This design comes from an exercise in tuning for small area, a short achievable clock period and few clock cycles on the open sky130 flow, not from production work.
RTL that was checked went through simulation tests only; none was proved equivalent to the original.
Power figures rest on the tool's default switching activity, not on a simulated workload.

gamma:
## coin_wallet
module coin_wallet (
    input  wire        clk,
    input  wire        rst,
    input  wire        in_valid,
    output wire        in_ready,
    input  wire [7:0]  in_data,
    output wire        out_valid,
    input  wire        out_ready,
    output wire [7:0]  out_data,
    output wire        out_last,
    input  wire        coin_edge,
    input  wire        ms_tick,
    input  wire        restore_valid,
    input  wire [31:0] restore_bal,
    input  wire [31:0] restore_cnt,
    output wire [31:0] bal,
    output wire [31:0] cnt,
    output wire        zind,
    output reg         save_req
);
    localparam [6:0] DEBOUNCE_WINDOW_MS = 7'd100;
    localparam [2:0] M_BAL = 3'd0,    
                     M_CNT = 3'd1,    
                     M_OK  = 3'd2,
                     M_OVF = 3'd3,
                     M_INS = 3'd4,
                     M_RCA = 3'd5,
                     M_INV = 3'd6,
                     M_UNK = 3'd7;
    reg [31:0] bal_r, cnt_r;
    reg [6:0]  elapsed;      
    reg        has_last;
    assign bal  = bal_r;
    assign cnt  = cnt_r;
    assign zind = (bal_r == 32'd0);
    localparam [1:0] P_LEN = 2'd0,    
                     P_PAY = 2'd1,    
                     P_DON = 2'd2,    
                     P_EXD = 2'd3;    
    localparam [3:0] F_START = 4'd0, F_G  = 4'd1, F_R  = 4'd2, F_ADD = 4'd3,
                     F_SUB   = 4'd4, F_GB = 4'd5, F_GS = 4'd6, F_GC  = 4'd7,
                     F_RB    = 4'd8, F_RC = 4'd9, F_DEAD = 4'd15;
    reg [1:0]  pst;
    reg [7:0]  remain;       
    reg [7:0]  ib;           
    reg        ibv;
    reg        dstep;        
    reg        started;      
    reg        wsp;          
    reg [3:0]  fam;
    reg [3:0]  pos;          
    reg        amt_any, amt_bad, amt_nz;
    reg [3:0]  amt_nd;       
    reg [31:0] amt_val;
  ...
export LEC_CHECK = 0
export ABC_AREA = 1
export CAP_MARGIN = 20
export CORE_MARGIN = 2
export CORE_UTILIZATION = 40
export SLEW_MARGIN = 20
create_clock -name core_clock -period 8.0 [get_ports {clk}]
run.sh (not shown) runs the stock make flow with config.mk's settings and CLKGATE_MAP_FILE= SYNTH_SCRIPT=/design/flow/synth_recipe.tcl, a recipe that flattens the netlist after the stock synthesis.
Modified inputs, delta compared to gamma
- putting SETUP_SLACK_MARGIN at 4 where nothing was set
--- outcome ---
- Taking gamma as the reference, in delta number of buffers and inverters on the critical path lost 2; aggregate global-route resource usage picked up an extra 1.1 points; switching power total picked up an extra about 1.9%; first-pass GRT wire length picked up an extra 4.3%.
- The number of non-clock inverters in the layout number comes out lower for gamma vs delta.
- Each of the runs, namely gamma and delta, reached the end of the flow and came out clean.
- delta vs gamma: count of nets after finishing up in delta
No run of this note included a check of the RTL's function; only the layout flow was run.

---

Another version of the RTL of coin_wallet (not shown whole).
Size in the first run: ~370 flip-flops, roughly 160 I/O pins, about 0.024 mm2 of cells after synthesis.
clock: 8.0 ns
lec_check: 0
abc_area: 1
cap_margin: 0
core_margin: 2
core_utilization: 40
setup_slack_margin: 4.0
slew_margin: 0
The first run passed the timing, design-rule and antenna checks.
Testbench counts at the start, summed over its fixed seeds: cycles 155,004.
Next try:
- SETUP_SLACK_MARGIN: 4.0 -> 4.1
The new run ran to the end with no violations.
Setup slack improves by 0.017 ns.
Final area goes up by 0.86%.
Synthesized cell count stays the same.
Total power goes down by 1.8%.
Clock skew goes down by 0.014 ns.
Worst hold slack degrades by 0.0083 ns.
Via count barely changes.
Sequential share of layout area goes down by 0.26 points.
Next try:
- CAP_MARGIN: 0 -> 20
- SETUP_SLACK_MARGIN: 4.1 -> 4.0
- SLEW_MARGIN: 0 -> 20
- TNS_END_PERCENT: unset -> 5
After rerunning: Total power increases by about 1.5%; first-iteration DRC count decreases by 0.54%; via count hardly moves.
Next try:
- CORE_UTILIZATION: 40 -> 60
- TNS_END_PERCENT: 5 -> unset
The changed run passed the timing, design-rule and antenna checks.
Clock skew barely changes.
Total power went down by 4.5%.
Via count went up by 5.1%.
Routed wire length went down by 4.0%.
Die area went down by 33%.
Clock power went down by 12%.
Final area went down by 0.65%.
Critical path depth went up by 11.

---

== P ==
Starting RTL as in the previous note.
==> flow/config.mk <==
export PLATFORM = sky130hd
export DESIGN_NAME = coin_wallet
export DESIGN_NICKNAME = coin_wallet
export VERILOG_FILES = /design/flow/design.v
export SDC_FILE = /design/flow/constraint.sdc
export NUM_CORES = 4
export LEC_CHECK = 0
export ABC_AREA = 1
export CAP_MARGIN = 20
export CORE_MARGIN = 2
export CORE_UTILIZATION = 40
export SETUP_SLACK_MARGIN = 4.0
export SLEW_MARGIN = 20
==> flow/constraint.sdc <==
create_clock -name core_clock -period 8.0 [get_ports {clk}]
set_input_delay 1.6000 -clock core_clock [delete_from_list [all_inputs] [get_ports {clk}]]
set_output_delay 1.6000 -clock core_clock [all_outputs]
set_load 0.01 [all_outputs]
Testbench counts of P, summed over its fixed seeds: cycles 155,004.
Input changes introduced in Q (baseline for comparison: P):
- SETUP_SLACK_MARGIN now 4.2, was 4.0
==> run notes <==
Measured against each other, Q and P differ in routed metal-1 wirelength, the higher figure coming from P. Changes observed in Q relative to P: portion of total power attributed to the clock network dropped 2.5 points, design area climbed about 2.4%, power share of the combinational group climbed 1.2 points. Clock power sits lower in Q than in P. On flip-flop and latch area, Q and P are basically level.

---

## exp/tundra
coin_wallet, a different RTL version from the one above (not shown whole).
Size in the first run: ~3100 cells after synthesis, about 360 flip-flops, roughly 160 I/O pins, roughly 24000 µm² of cells after synthesis.
## coin_wallet
module coin_wallet(clk, rst, in_valid, in_ready, in_data, out_valid, out_ready, out_data, out_last, coin_edge, ms_tick, restore_valid, restore_bal, restore_cnt, bal, cnt, zind, save_req);
  input clk;
  wire clk;
  input rst;
  wire rst;
  input in_valid;
  wire in_valid;
  output in_ready;
  wire in_ready;
  input [7:0] in_data;
  wire [7:0] in_data;
  output out_valid;
  reg out_valid;
  input out_ready;
  wire out_ready;
  output [7:0] out_data;
  reg [7:0] out_data;
  output out_last;
  reg out_last;
  input coin_edge;
  wire coin_edge;
  input ms_tick;
  wire ms_tick;
  input restore_valid;
  wire restore_valid;
  input [31:0] restore_bal;
  wire [31:0] restore_bal;
  input [31:0] restore_cnt;
  wire [31:0] restore_cnt;
  output [31:0] bal;
  reg [31:0] bal;
  output [31:0] cnt;
  reg [31:0] cnt;
  output zind;
  wire zind;
  output save_req;
  reg save_req;
  wire [5:0] _0000_;
  wire _0001_;
  wire _0002_;
  wire [3:0] _0003_;
  wire _0004_;
  wire [31:0] _0005_;
  wire [7:0] _0006_;
  wire [3:0] _0007_;
  wire [3:0] _0008_;
  wire _0009_;
  wire _0010_;
  wire _0011_;
  wire _0012_;
  wire _0013_;
  wire _0014_;
  wire _0015_;
  wire _0016_;
  wire _0017_;
  wire _0018_;
  wire _0019_;
  wire _0020_;
  wire _0021_;
  wire _0022_;
  wire _0023_;
  wire _0024_;
  wire _0025_;
  wire _0026_;
  wire _0027_;
  wire _0028_;
  wire _0029_;
  wire _0030_;
  wire _0031_;
  wire _0032_;
  wire _0033_;
  wire _0034_;
  wire _0035_;
  wire _0036_;
  wire _0037_;
  wire _0038_;
  wire _0039_;
  wire _0040_;
  wire _0041_;
  wire _0042_;
  wire _0043_;
  wire _0044_;
  wire _0045_;
  wire _0046_;
  wire _0047_;
  wire _0048_;
  wire _0049_;
  wire _0050_;
  wire _0051_;
  wire _0052_;
  wire _0053_;
  wire _0054_;
  wire _0055_;
  wire _0056_;
  wire _0057_;
  wire _0058_;
  wire _0059_;
  wire _0060_;
  wire _0061_;
  wire _0062_;
  wire _0063_;
  wire _0064_;
  wire _0065_;
  wire _0066_;
  wire _0067_;
  wire _0068_;
  wire _0069_;
  wire _0070_;
  wire _0071_;
  wire _0072_;
  ...
make LEC_CHECK=0 ABC_AREA=1 CAP_MARGIN=0 CORE_MARGIN=2 CORE_UTILIZATION=50 CTS_CLUSTER_DIAMETER=100 CTS_CLUSTER_SIZE=25 SETUP_SLACK_MARGIN=4.0 SLEW_MARGIN=0 finish   # period 8.0 ns
exp/tundra reached the final stage; the timing, design-rule and antenna checks on its layout passed.
Testbench counts of exp/tundra, summed over its fixed seeds: cycles 155,004.
[inputs] exp/ember vs exp/tundra
- a change of CORE_UTILIZATION from 50 to 40
- a change of SETUP_SLACK_MARGIN from 4.0 to 4.1
==> run notes <==
Compared with exp/tundra, in exp/ember sequential share of layout area saw a decrease; final cell count moved up; critical path data required time decreased by 0.17 ns relative to the old numbers; internal power component up 0.027 mW. Taking exp/tundra as 1.0, exp/ember lands at 1.2 on die area. On highest achievable clock rate, exp/ember does better than exp/tundra. Termination of the worst setup path = bal[31]$_SDFFE_PP0P_: exp/tundra; termination of the worst setup path = x_len[7]$_SDFFCE_PP1P_: exp/ember. Between exp/tundra and exp/ember, cell area after layout increased. Between exp/tundra and exp/ember, post-route fraction of the period consumed by the critical path decreased. Critical path launch point: d_b[15]$_SDFFCE_PN0P_ -> exp/ember, m_st1$_SDFF_PP0_ -> exp/tundra. exp/ember ends up with higher tapcell count than exp/tundra does. Compared with exp/tundra, placement density in the core of exp/ember is lower. exp/ember: wire length higher than exp/tundra.
What exp/xenon does differently from exp/ember at the input level:
- CTS_CLUSTER_SIZE now 20, was 25
- SETUP_SLACK_MARGIN now 4.0, was 4.1
Findings:
Portion of total power attributed to the clock network came out higher on exp/xenon than on exp/ember. The fraction of power spent switching nets in exp/xenon sits 0.80 points below the value recorded for exp/ember. The higher number of clock buffers in the layout of exp/ember and exp/xenon is in exp/xenon. met1 wire length was higher in the run labelled exp/xenon. Status: post-layout total power parity (exp/ember, exp/xenon). Summary of exp/xenon over exp/ember: final-layout worst hold slack shows no meaningful change, maximum clock skew at final layout shows a reduction of 0.013 ns, number of input and output port buffers inserted shows no meaningful change, proportion of cell area occupied by registers shows an increase of 0.18 points.
Here is what was changed in the inputs of exp/raven compared with exp/xenon.
- swapping 20 for 25 in CTS_CLUSTER_SIZE
Findings:
Result for exp/raven and exp/xenon: all clean
As far as post-route non-filler standard cell count is concerned, exp/xenon and exp/raven perform about the same.
Number of nets at the end of the flow of exp/raven is on par with exp/xenon.
In the flow results for exp/raven and exp/xenon, the part of the power in the clock network is smaller on exp/raven.

static timing again, ports no longer ideal:
How much do the figures lean on ideal ports? The routed layouts below were timed once more, with nothing changed but the port constraints. Step 1 assumes that a clkbuf_16 drives the clock port and a buf_2 every other input. Step 2 moves the port delays by t, midway between the first and last clock arrival at a register: inputs arrive t later, outputs are due t later. That takes back most of the time a late clock gives input paths. Three values: ideal ports, drivers, drivers and shift; two values: the first two.
run	t, ns	setup slack, ns	clock arrival spread, ns	worst register clock-pin slew, ns
gamma	0.625	1.609 / 1.609 / 1.609	0.029 / 0.029	0.06 / 0.06
delta	0.625	3.617 / 3.617 / 3.617	0.035 / 0.035	0.06 / 0.06
the first run of note 2	0.644	4.142 / 4.142 / 3.613	0.034 / 0.034	0.06 / 0.06
the second run of note 2	0.629	4.160 / 4.160 / 3.689	0.020 / 0.020	0.06 / 0.06
the third run of note 2	0.645	3.898 / 3.898 / 3.466	0.036 / 0.036	0.06 / 0.06
the fourth run of note 2	0.621	4.078 / 4.076 / 3.667	0.035 / 0.034	0.06 / 0.06
P	0.646	4.113 / 4.113 / 3.619	0.034 / 0.034	0.06 / 0.06
Q	0.641	4.136 / 4.136 / 3.771	0.031 / 0.030	0.07 / 0.07
exp/tundra	0.613	4.067 / 4.028 / 3.594	0.030 / 0.029	0.12 / 0.12
exp/ember	0.621	4.129 / 4.127 / 3.743	0.038 / 0.038	0.12 / 0.12
exp/xenon	0.611	4.031 / 3.969 / 3.623	0.031 / 0.031	0.10 / 0.10
exp/raven	0.611	4.067 / 4.004 / 3.605	0.030 / 0.030	0.11 / 0.11
After both steps every run listed still meets setup and hold. For the first run of note 2, which loses most, drivers alone change the setup slack by 0.000 ns; drivers and shift together by -0.529 ns.
